Background: an optimization exercise with open tools, aiming at small area, a short achievable clock period and few clock cycles. Do not read the settings as production practice. The RTL was checked by simulation tests, not by an equivalence proof against the original design. No activity file was given, so power comes from the tool's default toggle rates.

==> design/flow/design.v <==
module dec9 (
    input  wire       clk,
    input  wire       rst,
    input  wire       req_valid,
    output wire       req_ready,
    input  wire [7:0] req_p,
    input  wire [7:0] req_s,
    input  wire       in_valid,
    output wire       in_ready,
    input  wire [7:0] in_data,
    output wire       out_valid,
    input  wire       out_ready,
    output wire [7:0] out_char,
    output wire       out_last,
    output wire [3:0] out_fault,
    output wire [1:0] out_status,
    output wire       out_sign,
    output wire [6:0] out_intg,
    output wire [6:0] out_frac,
    output wire [3:0] out_len
);
    localparam [3:0] F_NONE        = 4'd0;
    localparam [3:0] F_BADNUMBER   = 4'd1;
    localparam [3:0] F_BADPARAM    = 4'd3;
    localparam [3:0] F_EMPTYDIGITS = 4'd7;
    localparam [3:0] F_GROUPRANGE  = 4'd8;
    localparam [1:0] ST_OK        = 2'd0;
    localparam [1:0] ST_TRUNCATED = 2'd1;
    localparam [1:0] ST_OVERFLOW  = 2'd2;
    localparam [31:0] GMAX = 32'd999999999;
    localparam DEPTH = 9;               
    localparam [1:0] P_IDLE = 2'd0;
    localparam [1:0] P_S1   = 2'd1;     
    localparam [1:0] P_S2   = 2'd2;     
    localparam [1:0] P_READ = 2'd3;
    localparam [2:0] K_IP   = 3'd0;   
    localparam [2:0] K_IF   = 3'd1;   
    localparam [2:0] K_FF   = 3'd2;   
    localparam [2:0] K_FP   = 3'd3;   
    localparam [2:0] K_NONE = 3'd4;   
    localparam [1:0] NX_REC = 2'd0;   
    localparam [1:0] NX_GRP = 2'd1;   
    localparam [1:0] NX_DOT = 2'd2;   
    function [2:0] dig2bytes(input [3:0] d);
        case (d)
            4'd0:    dig2bytes = 3'd0;
            4'd1:    dig2bytes = 3'd1;
            4'd2:    dig2bytes = 3'd1;
            4'd3:    dig2bytes = 3'd2;
            4'd4:    dig2bytes = 3'd2;
            4'd5:    dig2bytes = 3'd3;
            4'd6:    dig2bytes = 3'd3;
            default: dig2bytes = 3'd4;
        endcase
    endfunction
    function [31:0] pow10(input [3:0] k);
        case (k)
            4'd0:    pow10 = 32'd1;
            4'd1:    pow10 = 32'd10;
            4'd2:    pow10 = 32'd100;
            4'd3:    pow10 = 32'd1000;
            4'd4:    pow10 = 32'd10000;
            4'd5:    pow10 = 32'd100000;
            4'd6:    pow10 = 32'd1000000;
            4'd7:    pow10 = 32'd10000000;
            4'd8:    pow10 = 32'd100000000;
            default: pow10 = 32'd1000000000;
        endcase
    endfunction
    function [35:0] dab(input [35:0] b, input bit_in);
        integer i;
        reg [35:0] t;
        begin
            t = b;
            for (i = 0; i < 9; i = i + 1)
                if (b[4*i +: 4] >= 4'd5)
                    t[4*i +: 4] = b[4*i +: 4] + 4'd3;
            dab = {t[34:0], bit_in};
        end
    endfunction
    function [3:0] inc9(input [3:0] p);
        inc9 = (p == DEPTH - 1) ? 4'd0 : p + 4'd1;
    endfunction
    reg  [29:0] mem [0:DEPTH-1];
    reg  [3:0]  wp;           
    reg  [3:0]  wp_c;         
    reg  [3:0]  rp;           
    reg  [3:0]  used;         
    reg  [3:0]  avail;        
    reg         rq_v;
    reg  [7:0]  p_r, s_r;
    assign req_ready = !rq_v;
    reg  [1:0]  pstate;
    reg         bad_r;
    reg         in_rdy;        
    reg  [7:0]  p_left;        
    reg  [7:0]  skip_left;     
    reg         n_ip;
    reg  [3:0]  n_if;
    reg  [3:0]  n_ff;
    reg         n_fp;
    reg  [3:0]  intg0x_r;
    reg  [3:0]  frac0x_r;
    reg         first_byte;
    reg  [1:0]  fbyte;
    reg  [31:0] fr;            
    reg         c_gt, c_eq;    
    reg         c_z;           
    reg         scaling;
    reg  [3:0]  sc_k;
    reg         b_v;           
    reg  [7:0]  b;
    reg  [3:0]  fault_r;
    reg  [1:0]  status_r;
    reg         sign_r;
    reg  [6:0]  intg_r;
    reg  [6:0]  frac_r;
    reg  [3:0]  len_r;
    reg         range_err;
    reg         q_v;
    reg  [3:0]  q_fault;
    reg  [1:0]  q_status;
    reg         q_sign;
    reg  [6:0]  q_intg;
    reg  [6:0]  q_frac;
    reg  [3:0]  q_len;
    wire [7:0]  d_w   = p_r - s_r;
    wire [13:0] dm    = {6'd0, d_w} * 14'd57;      
    wire [13:0] sm    = {6'd0, s_r} * 14'd57;
    wire [4:0]  i0_w  = dm[13:9];
    wire [4:0]  f0_w  = sm[13:9];
    wire [7:0]  i0x_w = d_w - {i0_w, 3'b000} - {3'd0, i0_w};
    wire [7:0]  f0x_w = s_r - {f0_w, 3'b000} - {3'd0, f0_w};
    wire [4:0]  intg0 = skip_left[4:0];
    wire [4:0]  frac0 = p_left[4:0];
    wire [5:0]  intg1 = {1'b0, intg0} + (intg0x_r != 4'd0 ? 6'd1 : 6'd0);
    wire [5:0]  frac1 = {1'b0, frac0} + (frac0x_r != 4'd0 ? 6'd1 : 6'd0);
    wire [7:0]  lsize = {1'b0, intg0, 2'b00} + {5'd0, dig2bytes(intg0x_r)}
                      + {1'b0, frac0, 2'b00} + {5'd0, dig2bytes(frac0x_r)};
    wire        overflow = intg1 > 6'd9;
    wire        truncate = !overflow && (intg1 + frac1 > 6'd9);
    wire [7:0]  ovf_skip = {5'd0, dig2bytes(intg0x_r)} + {1'b0, intg0 - 5'd9, 2'b00};
    wire [3:0]  trunc_ff = 4'd9 - intg1[3:0];
    wire [2:0] kind = n_ip           ? K_IP :
                      (n_if != 4'd0) ? K_IF :
                      (n_ff != 4'd0) ? K_FF :
                      n_fp           ? K_FP : K_NONE;
    wire [2:0] fwidth = (kind == K_IP) ? dig2bytes(intg0x_r) :
                        (kind == K_FP) ? dig2bytes(frac0x_r) : 3'd4;
    wire [31:0] bound = (kind == K_IP) ? pow10(intg0x_r + 4'd1) : pow10(4'd9);
    wire [1:0]  bj    = fwidth[1:0] - 2'd1 - fbyte;     
    wire [7:0]  tb    = bound[{bj, 3'b000} +: 8];
    wire        above_zero = (fwidth == 3'd4) ||
                             ((bound >> {fwidth[1:0], 3'b000}) == 32'd0);
    wire       neg        = first_byte ? ~b[7] : sign_r;
    wire [7:0] x          = b ^ {first_byte, 7'd0} ^ {8{neg}};    
    wire       fstart     = (fbyte == 2'd0);
    wire       fill       = (fwidth == 3'd3) && x[7];
    wire       gt_in      = fstart ? fill : c_gt;
    wire       eq_in      = fstart ? (above_zero && !fill) : c_eq;
    wire       z_in       = fstart ? 1'b1 : c_z;
    wire       gt_out     = gt_in || (eq_in && (x > tb));
    wire       eq_out     = eq_in && (x == tb);
    wire       z_out      = z_in && (x == 8'd0);
    wire       in_field   = (skip_left == 8'd0) && (kind != K_NONE) && (fault_r == F_NONE);
    wire       field_end  = ({1'b0, fbyte} == fwidth - 3'd1);
    wire       fbad       = gt_out || eq_out;
    wire       elide      = (len_r == 4'd0) && z_out && ((kind == K_IP) || (kind == K_IF));
    wire [31:0] fval      = {fr[23:0], x};
    wire       s1_field   = b_v && (pstate == P_READ) && (skip_left == 8'd0) && in_field;
    wire       b_push     = s1_field && field_end && !fbad && !elide && (kind != K_FP);
    wire       sc_push    = scaling && (sc_k == 4'd0) && (used != DEPTH);
    wire       push       = b_push || sc_push;
    wire [29:0] push_data = scaling ? fr[29:0] : fval[29:0];
    wire       take_byte  = in_valid && in_rdy;
    wire       parse_done = (pstate == P_READ) && (p_left == 8'd0) && !b_v && !scaling;
    wire [3:0] fin_fault  = bad_r                  ? F_BADPARAM :
                            (fault_r != F_NONE)    ? fault_r :
                            (len_r == 4'd0)        ? F_EMPTYDIGITS :
                            range_err              ? F_GROUPRANGE : F_NONE;
    wire       finish     = parse_done && !q_v;
    wire       rollback   = finish && (fin_fault != F_NONE);
    wire       commit     = finish && (fin_fault == F_NONE);
    assign in_ready = in_rdy;
    reg         ov, ol, oc5, oc4;    
    reg  [39:0] em;            
    reg  [3:0]  nleft;         
    reg  [3:0]  gleft;         
    reg  [1:0]  nx;
    reg  [3:0]  f_fault;
    reg  [1:0]  f_status;
    reg         f_sign;
    reg  [6:0]  f_intg;
    reg  [6:0]  f_frac;
    reg  [3:0]  f_len;
    reg         c_full;
    reg         c_spec;        
    reg  [3:0]  c_cnt;
    reg  [23:0] cbin;
    reg  [35:0] cbcd;
    wire        c_done = c_full && (c_cnt == 4'd0);
    wire adv       = !ov || out_ready;
    wire unit_more = ov && (nleft != 4'd0);
    wire start_rec = adv && !unit_more && (nx == NX_REC) && q_v;
    wire em_take   = adv && !unit_more && c_done &&
                     ((nx == NX_GRP) || (start_rec && (q_fault == F_NONE) && !q_sign));
    wire pop       = (!c_full || em_take) && (used != 4'd0) && !((avail == 4'd0) && finish);
    assign out_valid  = ov;
    assign out_last   = ol;
    assign out_char   = {2'b00, oc5, oc4, em[39:36]};
    assign out_fault  = f_fault;
    assign out_status = f_status;
    assign out_sign   = f_sign;
    assign out_intg   = f_intg;
    assign out_frac   = f_frac;
    assign out_len    = f_len;
    wire [3:0] used_n = rollback ? (c_spec ? 4'd0 : used - len_r - (pop ? 4'd1 : 4'd0))
                                 : used + (push ? 4'd1 : 4'd0) - (pop ? 4'd1 : 4'd0);
    always @(posedge clk) begin
        if (push)
            mem[wp] <= push_data;
    end
    always @(posedge clk) begin
        if (rst) begin
            wp    <= 4'd0;
            wp_c  <= 4'd0;
            rp    <= 4'd0;
            used  <= 4'd0;
            avail <= 4'd0;
        end else begin
            if (rollback)
                wp <= wp_c;
            else if (push)
                wp <= inc9(wp);
            if (commit)
                wp_c <= wp;
            if (rollback && c_spec)
                rp <= wp_c;
            else if (pop)
                rp <= inc9(rp);
            used <= used_n;
            if (commit)
                avail <= used - (pop ? 4'd1 : 4'd0);
            else if (pop && avail != 4'd0)
                avail <= avail - 4'd1;
        end
    end
    wire rd_n   = (pstate == P_S2) || ((pstate == P_READ) && !finish);
    wire pl_nz_n = (pstate == P_S2) ? !bad_r :
                   take_byte ? (p_left != 8'd1) : (p_left != 8'd0);
    always @(posedge clk) begin
        if (rst) begin
            pstate  <= P_IDLE;
            rq_v    <= 1'b0;
            in_rdy  <= 1'b0;
            b_v     <= 1'b0;
            scaling <= 1'b0;
            q_v     <= 1'b0;
        end else begin
            in_rdy <= rd_n && pl_nz_n && (used + (push ? 4'd1 : 4'd0) <= 4'd7);
            if (req_valid && !rq_v) begin
                p_r  <= req_p;
                s_r  <= req_s;
                rq_v <= 1'b1;
            end
            if (start_rec)
                q_v <= 1'b0;
            b_v <= take_byte;
            if (take_byte) begin
                b      <= in_data;
                p_left <= p_left - 8'd1;
            end
            case (pstate)
            P_IDLE: begin
                if (rq_v)
                    pstate <= P_S1;
            end
            P_S1: begin
                rq_v       <= 1'b0;
                bad_r      <= (p_r == 8'd0) || (s_r > p_r);
                skip_left  <= {3'd0, i0_w};
                p_left     <= {3'd0, f0_w};
                intg0x_r   <= i0x_w[3:0];
                frac0x_r   <= f0x_w[3:0];
                intg_r     <= d_w[6:0];
                frac_r     <= s_r[6:0];
                fault_r    <= F_NONE;
                len_r      <= 4'd0;
                range_err  <= 1'b0;
                first_byte <= 1'b1;
                fbyte      <= 2'd0;
                fr         <= 32'd0;
                pstate     <= P_S2;
            end
            P_S2: begin
                pstate <= P_READ;
                if (bad_r) begin
                    p_left    <= 8'd0;
                    skip_left <= 8'd0;
                    n_ip      <= 1'b0;
                    n_if      <= 4'd0;
                    n_ff      <= 4'd0;
                    n_fp      <= 1'b0;
                end else begin
                    p_left <= lsize;
                    if (overflow) begin
                        skip_left <= ovf_skip;
                        n_ip      <= 1'b0;
                        n_if      <= 4'd9;
                        n_ff      <= 4'd0;
                        n_fp      <= 1'b0;
                        intg0x_r  <= 4'd0;
                        frac0x_r  <= 4'd0;
                        status_r  <= ST_OVERFLOW;
                        intg_r    <= 7'd81;
                        frac_r    <= 7'd0;
                    end else if (truncate) begin
                        skip_left <= 8'd0;
                        n_ip      <= (intg0x_r != 4'd0);
                        n_if      <= intg0[3:0];
                        n_ff      <= trunc_ff;
                        n_fp      <= 1'b0;
                        frac0x_r  <= 4'd0;
                        status_r  <= ST_TRUNCATED;
                        frac_r    <= {trunc_ff, 3'b000} + {3'd0, trunc_ff};
                    end else begin
                        skip_left <= 8'd0;
                        n_ip      <= (intg0x_r != 4'd0);
                        n_if      <= intg0[3:0];
                        n_ff      <= frac0[3:0];
                        n_fp      <= (frac0x_r != 4'd0);
                        status_r  <= ST_OK;
                    end
                end
            end
            P_READ: begin
                if (scaling) begin
                    if (sc_k != 4'd0) begin
                        fr   <= {fr[28:0], 3'b000} + {fr[30:0], 1'b0};
                        sc_k <= sc_k - 4'd1;
                    end else if (used != DEPTH) begin
                        scaling <= 1'b0;
                        len_r   <= len_r + 4'd1;
                        if (fr > GMAX)
                            range_err <= 1'b1;
                    end
                end else if (b_v) begin
                    first_byte <= 1'b0;
                    if (first_byte)
                        sign_r <= ~b[7];
                    if (skip_left != 8'd0) begin
                        skip_left <= skip_left - 8'd1;
                    end else if (in_field) begin
                        c_gt <= gt_out;
                        c_eq <= eq_out;
                        c_z  <= z_out;
                        if (field_end) begin
                            fbyte <= 2'd0;
                            fr    <= 32'd0;
                            case (kind)
                                K_IP: n_ip <= 1'b0;
                                K_IF: n_if <= n_if - 4'd1;
                                K_FF: n_ff <= n_ff - 4'd1;
                                default: n_fp <= 1'b0;
                            endcase
                            if (fbad) begin
                                fault_r <= F_BADNUMBER;
                            end else if (kind == K_FP) begin
                                fr      <= fval;
                                scaling <= 1'b1;
                                sc_k    <= 4'd9 - frac0x_r;
                            end else if (elide) begin
                                intg_r <= intg_r - ((kind == K_IP) ? {3'd0, intg0x_r} : 7'd9);
                            end else begin
                                len_r <= len_r + 4'd1;
                            end
                        end else begin
                            fbyte <= fbyte + 2'd1;
                            fr    <= fval;
                        end
                    end
                end
                if (finish)
                    pstate <= P_IDLE;
            end
            default: pstate <= P_IDLE;
            endcase
            if (finish) begin
                q_v      <= 1'b1;
                q_fault  <= fin_fault;
                q_status <= status_r;
                q_sign   <= sign_r;
                q_intg   <= intg_r;
                q_frac   <= frac_r;
                q_len    <= len_r;
            end
        end
    end
    wire [29:0] rd = mem[rp];
    wire [35:0] c0 = dab(dab(dab({33'd0, rd[29:27]}, rd[26]), rd[25]), rd[24]);
    wire [35:0] c3 = dab(dab(dab(cbcd, cbin[23]), cbin[22]), cbin[21]);
    always @(posedge clk) begin
        if (rst) begin
            c_full <= 1'b0;
            c_spec <= 1'b0;
        end else begin
            if (rollback && c_spec) begin
                c_full <= 1'b0;
                c_spec <= 1'b0;
            end else if (pop) begin
                c_full <= 1'b1;
                c_spec <= (avail == 4'd0) && !commit;
                c_cnt  <= 4'd8;
                cbcd   <= c0;
                cbin   <= rd[23:0];
            end else begin
                if (em_take)
                    c_full <= 1'b0;
                if (commit)
                    c_spec <= 1'b0;
                if (c_full && c_cnt != 4'd0) begin
                    cbcd  <= c3;
                    cbin  <= {cbin[20:0], 3'b000};
                    c_cnt <= c_cnt - 4'd1;
                end
            end
        end
    end
    always @(posedge clk) begin
        if (rst) begin
            ov <= 1'b0;
            ol <= 1'b0;
            nx <= NX_REC;
            nleft <= 4'd0;
        end else if (adv) begin
            if (unit_more) begin
                em    <= {em[35:0], 4'd0};
                nleft <= nleft - 4'd1;
                oc4   <= 1'b1;
                ol    <= (nleft == 4'd1) && (gleft == 4'd0);
            end else begin
                case (nx)
                NX_GRP: begin
                    if (c_done) begin
                        em    <= {cbcd, 4'd0};
                        ov    <= 1'b1;
                        oc5   <= 1'b1;
                        oc4   <= 1'b1;
                        ol    <= 1'b0;
                        nleft <= 4'd8;
                        gleft <= gleft - 4'd1;
                        nx    <= (gleft == 4'd1) ? NX_REC : NX_DOT;
                    end else begin
                        ov <= 1'b0;
                    end
                end
                NX_DOT: begin
                    em[39:36] <= 4'hE;
                    ov    <= 1'b1;
                    oc5   <= 1'b1;
                    oc4   <= 1'b0;
                    ol    <= 1'b0;
                    nleft <= 4'd0;
                    nx    <= NX_GRP;
                end
                default: begin
                    if (q_v) begin
                        f_fault  <= q_fault;
                        f_status <= q_status;
                        f_sign   <= q_sign;
                        f_intg   <= q_intg;
                        f_frac   <= q_frac;
                        f_len    <= q_len;
                        nleft    <= 4'd0;
                        if (q_fault != F_NONE) begin
                            em[39:36] <= 4'h0;
                            ov  <= 1'b1;
                            oc5 <= 1'b0;
                            oc4 <= 1'b0;
                            ol  <= 1'b1;
                            nx  <= NX_REC;
                        end else if (q_sign) begin
                            em[39:36] <= 4'hD;
                            ov    <= 1'b1;
                            oc5   <= 1'b1;
                            oc4   <= 1'b0;
                            ol    <= 1'b0;
                            gleft <= q_len;
                            nx    <= NX_GRP;
                        end else if (c_done) begin
                            em    <= {cbcd, 4'd0};
                            ov    <= 1'b1;
                            oc5   <= 1'b1;
                            oc4   <= 1'b1;
                            ol    <= 1'b0;
                            nleft <= 4'd8;
                            gleft <= q_len - 4'd1;
                            nx    <= (q_len == 4'd1) ? NX_REC : NX_DOT;
                        end else begin
                            ov    <= 1'b0;
                            ol    <= 1'b0;
                            gleft <= q_len;
                            nx    <= NX_GRP;
                        end
                    end else begin
                        ov <= 1'b0;
                        ol <= 1'b0;
                    end
                end
                endcase
            end
        end
    end
endmodule
==> design/flow/run.sh <==
#!/bin/bash
# synth_recipe.tcl (not shown) runs the flow's synth.tcl, then flattens the netlist and writes it again
# the make line also repeats each setting of config.mk as NAME=value (left out here)
make -C /OpenROAD-flow-scripts/flow DESIGN_CONFIG=/design/flow/config.mk WORK_HOME=/design/flow/orfs CLKGATE_MAP_FILE= SYNTH_SCRIPT=/design/flow/synth_recipe.tcl finish
==> design/flow/config.mk <==
export PLATFORM = sky130hd
export DESIGN_NAME = dec9
export DESIGN_NICKNAME = dec9
export VERILOG_FILES = /design/flow/design.v
export SDC_FILE = /design/flow/constraint.sdc
export NUM_CORES = 4
export LEC_CHECK = 0
export CAP_MARGIN = 20
export CORE_MARGIN = 2
export CORE_UTILIZATION = 65
export SLEW_MARGIN = 20
==> design/flow/constraint.sdc <==
create_clock -name core_clock -period 12.0 [get_ports {clk}]
set_input_delay 2.4000 -clock core_clock [delete_from_list [all_inputs] [get_ports {clk}]]
set_output_delay 2.4000 -clock core_clock [all_outputs]
set_load 0.01 [all_outputs]
==> results of run 1 <==
-- layer usage --
metal	up-vias	track usage	routed length, microns
met4	0	0.0744	1560
li1	10500	-	-
met1	11000	0.394	32100
met5	-	0	0
met2	700	0.471	36200
met3	127	0.0476	5010
-- per-stage QoR --
stage | instances | area [sq um]
3_5_place_dp | 3492 | 34800
4_1_cts | 3603 | 36700
2_1_floorplan | 2828 | 33500
3_3_place_gp | 3492 | 34800
5_1_grt | 3603 | 36800
6_report | 3605 | 36800
-- synthesized netlist by cell type (15+ instances only) --
cell type,number
nand2b_1,65
a2bb2oi_1,15
edfxtp_1,554
fa_1,33
xnor2_1,110
nor4_1,15
nor3b_1,27
clkbuf_1,73
inv_1,179
a211oi_1,24
nor3_1,56
and2_1,15
a31oi_1,24
mux4_2,60
nor2_1,235
nor2b_1,43
o22ai_1,23
dfxtp_1,41
buf_1,18
a21oi_1,187
and3_1,18
o21ai_0,105
ha_1,243
o21a_1,23
nand3_1,30
xor2_1,56
nand2_1,204
a22o_1,32
a21o_1,37
mux2i_1,72
a21boi_0,18
-- cell families after synthesis --
group | share of synthesized area
DFF | 0.521
other | 0.000112
and+or+nand+nor | 0.111
adders and majority gates | 0.110
buffers and inverters | 0.0348
muxes | 0.0680
AOI/OAI and AO/OA | 0.111
xor gates and xnor gates | 0.0445
-- cell type report --
cell class / count / area share
sequential: 595 / 0.475
multi-input combinational: 1940 / 0.407
clock buffer: 74 / 0.0428
timing repair buffer: 96 / 0.0238
tap: 680 / 0.0231
inverter: 181 / 0.0185
clock inverter: 37 / 0.00922
antenna: 2 / 0.000136
-- power groups by stage --
stage | sequential (W) | clock (W) | combinational [W]
3_3_place_gp | 0.00306 | 0 | 0.00500
5_1_grt | 0.00307 | 0.00191 | 0.00595
3_5_place_dp | 0.00307 | 0 | 0.00523
6_report | 0.00304 | 0.00181 | 0.00531
2_1_floorplan | 0.00296 | 0 | 0.00417
4_1_cts | 0.00303 | 0.00184 | 0.00530
-- flip-flops by register name (all words and copies together), names as in the netlist, 8 cells and up, named ones only --
name	count
mem	270
em	40
cbcd	36
fr	32
cbin	24
b	8
p_left	8
p_r	8
s_r	8
skip_left	8
-- worst max-delay path: cells and delay by family, from the launching register on --
family | cells | cell delay [ps]
AO/OA/AOI/OAI | 11 | 2010
adder cells (fa/ha/maj) | 5 | 1310
XOR/XNOR | 4 | 1190
AND/OR/NAND/NOR | 8 | 870
buffers and inverters | 5 | 690
flip-flops | 1 | 630
-- worst max-delay path by stage --
stage | end | slack (ps) | cells past startpoint
after floorplan | c_cnt[0] | 3180 | 9
after global placement | used[3] | 5500 | 33
after detailed placement | used[3] | 5300 | 33
after CTS | used[3] | 5300 | 33
after global routing | used[2] | 4570 | 31
final | used[3] | 5220 | 33
==> qor.yml, run 1 <==
rr_startpoint: "intg0x_r[0]"
hpwlAfterDp_microns: 50000
fin_crit_sh: 0.565
final_common_cell: "edfxtp_1"
drt_first_iter_violations: 1758
power_frac_seq: 0.299
startpoint: "intg0x_r[0]"
setup_ws_ps: 5220
worst_setup_path_end_kind: "register"
drive_gt1_frac: 0.0831
start_util: 0.655
cts.htree.levels: 2
required_ps: 12510
vias: 22300
worst_skew_pair.late_latency_ps: 660
finalMaxSlewViolations: 0
ys_seq_elements: 595
clock.fmax_mhz: 147
min_to: "f_frac[5]"
dr.pass1.iters: 5
p_total_w: 0.0102
sw_frac_of_total: 0.411
fin_util: 0.718
grt_pass1_vias: 22200
antenna_found_initial: 0
cts_resized: 0
syn-cell-area_sq_mm: 0.0335
postCtsSetupBuffers: 0
slowest_stage: "xnor2_1"
grt_usage: 0.284
drt-wirelength-per-cell_microns: 20.8
worstMarginPinSlew_ps: 995
p_clk_frac: 0.178
nNetsFinal: 3179
cts.sinks: 595
synthArstFlopShare: 0
critPathMaxFanout: 14
synth_area_per_cell_sq_um: 11.9
synth-edff-count: 554
num_rows: 83
finalSetupViolCount: 0
coreArea_sq_mm: 0.0512
multi_input_area_sq_mm: 0.0150
seq_area_sq_mm: 0.0175
ys.warnings.count: 1
status: "timing/DRC/antenna clean"
grt_setup_unrepaired: "no"
gr-total-overflow: 0
cts_made_buffers: 60
die_height_microns: 231
pwr-share-comb: 0.523
postSynthCellCount: 2827
fin_crit_ps: 6780
grt_pass1_wl_microns: 119000
drv_cap: 0
root_buffer: "clkbuf_16"
startpoint_type: "register"
vias_per_cell: 6.19
min_from: "q_frac[5]"
tns_ps: 0
leakage_nw: 13.7
wl_microns: 74900
die_area_sq_mm: 0.0534
r2r_setup_slack_ps: 5220
ys_types: 90
path_clk_slew_ps: 60
place.gp.congestion: 0.916
cts_tree: "done"
drc_errors: 0
cellPowerDensity_mw_per_mm2: 276
r2r_cells: 33
fill_cells: 3535
grt_max_degree: 97
arrival_ps: 7300
seq_area_frac_synth: 0.521
synth.area.top_cells: "edfxtp_1 50%, ha_1 9.1%, mux4_2 4.0%, xnor2_1 2.9%, a21oi_1 2.8%"
final_cell_mix: "554 x edfxtp_1, 243 x ha_1, 232 x nor2_1"
netlist.area_leader.share: 0.496
worstHoldPathType: "reg2reg"
fin_hold_ws_ps: 419
ios: 66
hold_viol: 0
max_stage_delay_ps: 730
p_switching_w: 0.00417
skew_ps: 51.6
p_int_w: 0.00599
path_class: "reg2reg"
holdPathStages: 0
postRouteAntennaNets: 0
dp_slack_ps: 5300
clk_path_buf_depth: 3
yosysTopAreaCell: "edfxtp_1"
ir_drop_uv: 150
holdBufCountCts: 0
ys.flop_type: "edfxtp_1"
syn_to_final_growth_pct: 9.66
die_x_microns: 231
io_buffers: 63
slew_headroom: 0.337
reg2reg_to: "used[3]"
Testbench counts, summed over its fixed seeds: cycles 90,479.
==> run 2: changes to the inputs <==
--- a/design/flow/config.mk
+++ b/design/flow/config.mk
@@ -7,5 +7,5 @@
 export LEC_CHECK = 0
 export CAP_MARGIN = 20
 export CORE_MARGIN = 2
-export CORE_UTILIZATION = 65
+export CORE_UTILIZATION = 40
 export SLEW_MARGIN = 20
==> qor.yml, run 2 <==
tns_ps: 0  # unchanged
gr-total-overflow: 0  # unchanged
wl_met1_microns: 32000  # -0.23%
synth_common_cells: "554 x edfxtp_1, 243 x ha_1, 235 x nor2_1"
startpoint_type: "register"
worstHoldPathType: "reg2reg"
ir_drop_uv: 188  # +25%
ys.warnings.count: 1  # unchanged
pwr-share-comb: 0.506  # -0.017
max_stage_delay_ps: 740  # about the same
critPathMaxFanout: 14  # unchanged
dr.pass1.iters: 8  # +3
largest_register: "mem"
grt_max_degree: 82  # -15%
postRouteAntennaNets: 0  # unchanged
postSynthCellCount: 2827  # unchanged
drt_first_iter_violations: 1412  # -20%
hold_viol: 0  # unchanged
leakage_nw: 13.8  # +0.83%
holdBufCountCts: 0  # unchanged
ios: 66  # unchanged
cts_resized: 0  # unchanged
reg2reg_to: "used[3]"
cts.sinks: 595  # unchanged
grt_pass1_vias: 22200  # -0.27%
wl_met2_microns: 38000  # +5.0%
rr_startpoint: "intg0x_r[0]"
fin_crit_sh: 0.571  # +0.00546
finalSetupViolCount: 0  # unchanged
io_buffers: 63  # unchanged
min_to: "q_frac[1]"
dp_slack_ps: 5240  # -54.2 ps
hpwlAfterDp_microns: 50900  # +1.7%
worst_skew_pair.late_latency_ps: 620  # -40 ps
worstMarginPinSlew_ps: 1130  # +132 ps
antenna_found_initial: 0  # unchanged
p_clk_frac: 0.198  # +0.020
syn-cell-area_sq_mm: 0.0335  # unchanged
finalMaxSlewViolations: 0  # unchanged
path_class: "reg2reg"
fin_util: 0.451  # -0.267
dr_wl_met3_microns: 3370  # -33%
final_cell_mix: "554 x edfxtp_1, 243 x ha_1, 232 x nor2_1"
clock.fmax_mhz: 146  # -0.96%
skew_ps: 25.2  # -26.4 ps
synthArstFlopShare: 0  # unchanged
r2r_setup_slack_ps: 5150  # -70 ps
diodes: 0  # -2
start_util: 0.402  # -0.252
fin_hold_ws_ps: 418  # -1.15 ps
setup_ws_ps: 5150  # -65.5 ps
worst_setup_path_end_kind: "register"
coreArea_sq_mm: 0.0833  # +63%
die_height_microns: 293  # +27%
grt_pass1_wl_microns: 119000  # +0.15%
vias: 21800  # -2.3%
ys_types: 90  # unchanged
holdPathStages: 0  # unchanged
cts_tree: "done"
yosysMostFrequentCell: "edfxtp_1"
netlist.area_leader.share: 0.496  # unchanged
synth-edff-count: 554  # unchanged
r2r_cells: 33  # unchanged
required_ps: 12480  # -30 ps
synth_area_per_cell_sq_um: 11.9  # unchanged
root_buffer: "clkbuf_16"
largest_register_ffs: 270  # unchanged
cts_made_buffers: 68  # +13%
wl_microns: 75400  # +0.65%
status: "timing/DRC/antenna clean"
place.gp.congestion: 0.879  # -4.0%
num_rows: 106  # +28%
die_area_sq_mm: 0.0861  # +61%
syn_to_final_growth_pct: 12.0
clk_path_buf_depth: 3  # unchanged
grt_usage: 0.174  # -0.111
drive_gt1_frac: 0.0869  # +0.00378
final_common_cell: "edfxtp_1"
slowest_stage: "xnor2_1"
path_clk_slew_ps: 60  # about the same
seq_area_frac_synth: 0.521  # unchanged
grt_setup_unrepaired: "no"
power_frac_seq: 0.296  # -0.003
vias_per_cell: 5.43  # -12%
min_from: "frac_r[1]"
arrival_ps: 7330  # +30 ps
cts.htree.levels: 3  # +1
drc_errors: 0  # unchanged
nNetsFinal: 3186  # +0.22%
p_total_w: 0.0103  # +1.5%
slew_headroom: 0.241  # -0.0958
fin_crit_ps: 6850  # +65.5 ps
drv_cap: 0  # unchanged
synth.area.top_cells: "edfxtp_1 50%, ha_1 9.1%, mux4_2 4.0%, xnor2_1 2.9%, a21oi_1 2.8%"
postCtsSetupBuffers: 0  # unchanged
yosysTopAreaCell: "edfxtp_1"
biggestRegsByFlops: "mem: 270 flops, em: 40 flops, cbcd: 36 flops"
cellPowerDensity_mw_per_mm2: 275  # -0.62%
p_switching_w: 0.00416  # -0.24%
drt-wirelength-per-cell_microns: 18.8  # -9.6%
sw_frac_of_total: 0.404  # -0.00690
ys_seq_elements: 595  # unchanged
p_int_w: 0.00615  # +2.7%
ys.flop_type: "edfxtp_1"
dr.max_layer_used: "met4"
die_x_microns: 293  # +27%
## run 2: cell counts after synthesis
No cell type changed its count.
## run 2: final cells by class
cell class                      count  area [sq um]
Timing Repair Buffer               95           866
Tap cell                         1080          1350
Inverter                          181           679
Sequential cell                   595         17500
Clock buffer                       82          1800
Multi-Input combinational cell   1940         15000
Clock inverter                     41           393
Fill cell                        7388         45800
## run 2: critical path, delay by kind of cell, from the launching register on
family	cells	cell delay, ps
adder cells (fa/ha/maj)	5	1290
AND/OR/NAND/NOR	8	890
flip-flops	1	620
AO/OA/AOI/OAI	11	2020
XOR/XNOR	4	1190
buffers and inverters	5	700
## run 2: power by group through the flow
stage | Combinational (W) | Sequential [W] | Clock, W
after global routing | 0.00590 | 0.00309 | 0.00217
after detailed placement | 0.00522 | 0.00310 | 0
after floorplan | 0.00417 | 0.00296 | 0
after CTS | 0.00526 | 0.00306 | 0.00209
final | 0.00522 | 0.00305 | 0.00204
after global placement | 0.00501 | 0.00309 | 0
## run 2: through the flow
step,cell area [sq um],instances
6_report,37500,4014
5_1_grt,37500,4014
4_1_cts,37500,4014
3_5_place_dp,35300,3891
3_3_place_gp,35300,3891
2_1_floorplan,33500,2828
## run 2: worst max path at each step
stage / startpoint / to / slack (ps) / cells after the start
6_report: intg0x_r[0] / used[3] / 5150 / 33
4_1_cts: intg0x_r[0] / used[3] / 5230 / 33
2_1_floorplan: out_ready / c_cnt[0] / 3180 / 9
3_3_place_gp: intg0x_r[0] / used[3] / 5450 / 33
3_5_place_dp: intg0x_r[0] / used[3] / 5240 / 33
5_1_grt: intg0x_r[0] / used[3] / 4410 / 33
## run 2: cells by family (layout without fill, tap and decap cells)
kind of cell / after synthesis / in the layout / synth area share
compound gates: 583 / 583 / 0.111
xor+xnor: 168 / 168 / 0.0445
fa+ha+maj: 276 / 276 / 0.110
buf+inv: 293 / 399 / 0.0348
flops: 595 / 595 / 0.521
mux: 148 / 148 / 0.0680
other cells: 1 / 2 / 0.000112
simple gates: 763 / 763 / 0.111
## run 2: per-layer routing
metal / up-vias / track usage
li1: 10500 / -
met1: 10700 / 0.215
met2: 479 / 0.308
met3: 120 / 0.0278
met4: 0 / 0.0581
met5: - / 0

-- static timing again, ports no longer ideal --
The flow's constraints put no driver on any port. The routed layouts listed below were extracted and timed again, unchanged, in two steps.
Step 1 sets driving cells, clkbuf_16 on the clock port and buf_2 on the other inputs (assumed; they add their load-dependent delay and slew).
Step 2 moves the port delays by t, midway between the first and last clock arrival at a register: inputs arrive t later, outputs are due t later. That takes back most of the time a late clock gives input paths.
Three values: no drivers, after step 1, after step 2; two values: the first two.
run | shift t [ns] | setup slack, ns | worst register clock-pin slew, ns
run 1 | 0.699 | 5.215 / 5.215 / 5.215 | 0.07 / 0.07
run 2 | 0.669 | 5.150 / 5.150 / 5.150 | 0.07 / 0.07
After both steps setup and hold are still met in every run listed.
